What follows belongs to an exercise in optimizing a design on an open flow for small area and a short achievable clock period; a production flow would make more cautious choices.
Only simulation tests tie the RTL to the original design; equivalence was not proved.

==> flow/design.v (excerpt) <==
module nectx (
    input             clk,
    input             rst,
    input      [31:0] top,
    input             host_we,
    input      [2:0]  host_addr,
    input      [31:0] host_wdata,
    output reg [31:0] host_rdata,
    output     [31:0] carrier
);
For scale: about 3,300 cells after synthesis.
make LEC_CHECK=0 ABC_AREA=1 CAP_MARGIN=20 CORE_MARGIN=2 CORE_UTILIZATION=88 SLEW_MARGIN=20 finish   # period 40.0 ns
run.sh (not shown) runs the stock make flow with config.mk's settings and CLKGATE_MAP_FILE= SYNTH_SCRIPT=/design/flow/synth_recipe.tcl, a recipe that flattens the netlist after the stock synthesis.
The starting point never finished: it broke off in global placement without I/O (3_1_place_gp_skip_io).
Then changed:
Settings changed: CORE_UTILIZATION 88 to 75.
After rerunning: The changed run finished clean; area after synthesis does not change; synthesized cell count is unchanged.
Then changed:
==> flow/flow/run.sh (new file) <==
#!/bin/bash
# The standard layout (the standard.sh: standard synthesis, floorplan,
# placement, CTS, routing), except that the port buffers are buf_2 cells
# instead of the default clkdlybuf4s50_1 delay cells.
set -euo pipefail
export BUFFER_PORTS_ARGS="-buffer_cell sky130_fd_sc_hd__buf_2"
bash standard.sh finish > standard.log 2>&1
==> flow/standard.sh (new file) <==
#!/bin/bash
# synth_recipe.tcl (not shown) runs the flow's synth.tcl, then flattens the netlist and writes it again
# the make line also repeats each setting of config.mk as NAME=value (left out here)
make -C /OpenROAD-flow-scripts/flow DESIGN_CONFIG=/design/flow/config.mk WORK_HOME=/design/flow/orfs CLKGATE_MAP_FILE= SYNTH_SCRIPT=/design/flow/synth_recipe.tcl "${@:-finish}"
Settings changed: CORE_UTILIZATION 75 to 40.
removed: flow/run.sh
Utilization is lower by 40 points.
Critical path depth is unchanged.
Synthesized area stays the same.
Design area is lower by 0.91%.
Clock-buffer cell count is higher by 3.
Cell count is higher by 8.3%.
Sequential share of layout area is higher by 0.16 points.
Die area is higher by 85%.
Wire length is lower by 12%.
Worst setup slack improved by 0.76 ns.
Then changed:
==> flow/flow/run.sh (replaced) <==
#!/bin/bash
# The standard layout (the standard.sh: standard synthesis, floorplan,
# placement, CTS, routing), except that the port buffers are buf_2 cells
# instead of the default clkdlybuf4s50_1 delay cells, and the resizer's
# setup repair aims for 22.5 ns of slack at the 40 ns clock (a 17.5 ns
# period) instead of 0, so it also sizes up the paths that set the
# achieved period.
set -euo pipefail
export BUFFER_PORTS_ARGS="-buffer_cell sky130_fd_sc_hd__buf_2"
export SETUP_SLACK_MARGIN=22.5
bash standard.sh finish > standard.log 2>&1
=> Global-route usage hardly moves. Cell count is about the same. Setup slack is better by 0.61 ns. Register-to-register slack hardly moves. Wire length is about the same. Die area is unchanged. Area after synthesis stays the same. Non-clock buffer count increases by 1. Core utilization went up by 0.15 points.

---

## lane 1
Another version of the RTL of nectx (not shown whole).
Size: about 2900 cells after synthesis.
clock: 40.0 ns
lec_check: 0
abc_area: 1
cap_margin: 0
core_margin: 2
core_utilization: 60
slew_margin: 0
Stock flow here: none of the scripts above is used.
Changes in lane 2 relative to lane 1:
# lane 1
export LEC_CHECK = 0
export ABC_AREA = 1
export CAP_MARGIN = 0
export CORE_MARGIN = 2
export CORE_UTILIZATION = 60
export SLEW_MARGIN = 0
create_clock -name core_clock -period 40.0 [get_ports {clk}]
# lane 2
export LEC_CHECK = 0
export ABC_AREA = 1
export CAP_MARGIN = 20
export CORE_MARGIN = 2
export CORE_UTILIZATION = 40
export SLEW_MARGIN = 20
create_clock -name core_clock -period 40.0 [get_ports {clk}]
### Flow results
- Lane 1 → lane 2: wire length on met3 went up 5.5%, worst hold slack saw a decrease, first-pass GRT wire length increased by 1700 um relative to the old numbers.
- Met2 global-route usage: lane 2 and lane 1 compared, higher one is lane 1
- Between lane 1 and lane 2, the flow reports total of fill cells in the finished design increasing by more than half.
- Lane 1 → lane 2: number of buffers outside the clock class in the layout higher; final area higher.

---

Another version of the RTL of nectx (not shown whole).
Size in the first run: roughly 3000 cells after synthesis, about 210 flip-flops, roughly 130 I/O pins, roughly 20000 um^2 of cells after synthesis.
export LEC_CHECK = 0
export ABC_AREA = 1
export CAP_MARGIN = 20
export CORE_MARGIN = 2
export CORE_UTILIZATION = 40
export SLEW_MARGIN = 20
create_clock -name core_clock -period 40.0 [get_ports {clk}]
standard.sh (not shown) runs the stock make flow with config.mk's settings and CLKGATE_MAP_FILE= SYNTH_SCRIPT=/design/flow/synth_recipe.tcl, a recipe that flattens the netlist after the stock synthesis.
==> flow/flow/run.sh <==
#!/bin/bash
# The standard layout (the standard.sh: standard synthesis, floorplan,
# placement, CTS, routing), except that the port buffers are buf_2 cells
# instead of the default clkdlybuf4s50_1 delay cells, and the resizer's
# setup repair aims for 22.8 ns of slack at the 40 ns clock (a 17.2 ns
# period) instead of 0, so it also sizes up the paths that set the
# achieved period.
set -euo pipefail
export BUFFER_PORTS_ARGS="-buffer_cell sky130_fd_sc_hd__buf_2"
export SETUP_SLACK_MARGIN=22.8
bash standard.sh finish > standard.log 2>&1
The starting point completed without violations.
Then changed:
--- a/flow/flow/run.sh
+++ b/flow/flow/run.sh
@@ -5 +5 @@
-# setup repair aims for 22.8 ns of slack at the 40 ns clock (a 17.2 ns
+# setup repair aims for 22.5 ns of slack at the 40 ns clock (a 17.5 ns
@@ -10 +10 @@
-export SETUP_SLACK_MARGIN=22.8
+export SETUP_SLACK_MARGIN=22.5
--- a/flow/config.mk
+++ b/flow/config.mk
@@ -11 +11 @@
-export CORE_UTILIZATION = 40
+export CORE_UTILIZATION = 55
After rerunning: The changed run went through all stages and came out clean. Utilization came out higher by 14 points. Cell area fell by 6.1%. Die area goes down by about 27%. Routed wire length shrinks by about 6%. Worst setup slack degrades by 0.21 ns. Global-route usage came out higher by 6.8 points. Clock skew grows by 0.0073 ns. Worst hold slack stays flat.
Then changed:
--- a/flow/config.mk
+++ b/flow/config.mk
@@ -11 +11 @@
-export CORE_UTILIZATION = 55
+export CORE_UTILIZATION = 40
Result: Sequential share of layout area goes down by 0.29 points; wire length goes up by 4.1%; die area goes up by 37%; register-to-register slack improved by 0.02 ns; final area goes up by 1.4%; worst setup slack got worse by 0.018 ns.

## afterwards: timing with drivers on the ports
No port has a modelled driver above. Below, the same layouts with a new extraction and two added sets of constraints.
Step 1 sets driving cells, clkbuf_16 on the clock port and buf_2 on the other inputs (assumed; they add their load-dependent delay and slew).
Step 2, shift: input delay + t, output delay - t, t = (earliest + latest rising clock arrival at the registers) / 2. This alone moves slack from input paths to output paths.
a / b / c = ideal ports / drivers / drivers and shift; a / b = the first two.
run | t, ns | slack for setup (ns) | worst setup path at the end | cell pins on the clock port's net
the second run of note 1 | 0.605 | 21.259 / 21.237 / 21.237 | input to output | 1
the third run of note 1 | 0.625 | 22.020 / 22.000 / 22.000 | input to output | 1
the fourth run of note 1 | 0.624 | 22.634 / 22.614 / 22.614 | input to output | 1
lane 1 | 0.598 | 19.833 / 19.777 / 20.356 | input to register | 1
lane 2 | 0.632 | 19.906 / 19.847 / 20.327 | input to register | 1
the first run of note 3 | 0.595 | 22.749 / 22.684 / 22.684 | input to output | 1
the second run of note 3 | 0.597 | 22.540 / 22.517 / 22.517 | input to output | 1
the third run of note 3 | 0.595 | 22.522 / 22.480 / 22.480 | input to output | 1
After both steps setup and hold are still met in every run listed. The setup slack of the first run of note 3, which loses most, moves by -0.065 ns with the drivers and by -0.065 ns with both steps.
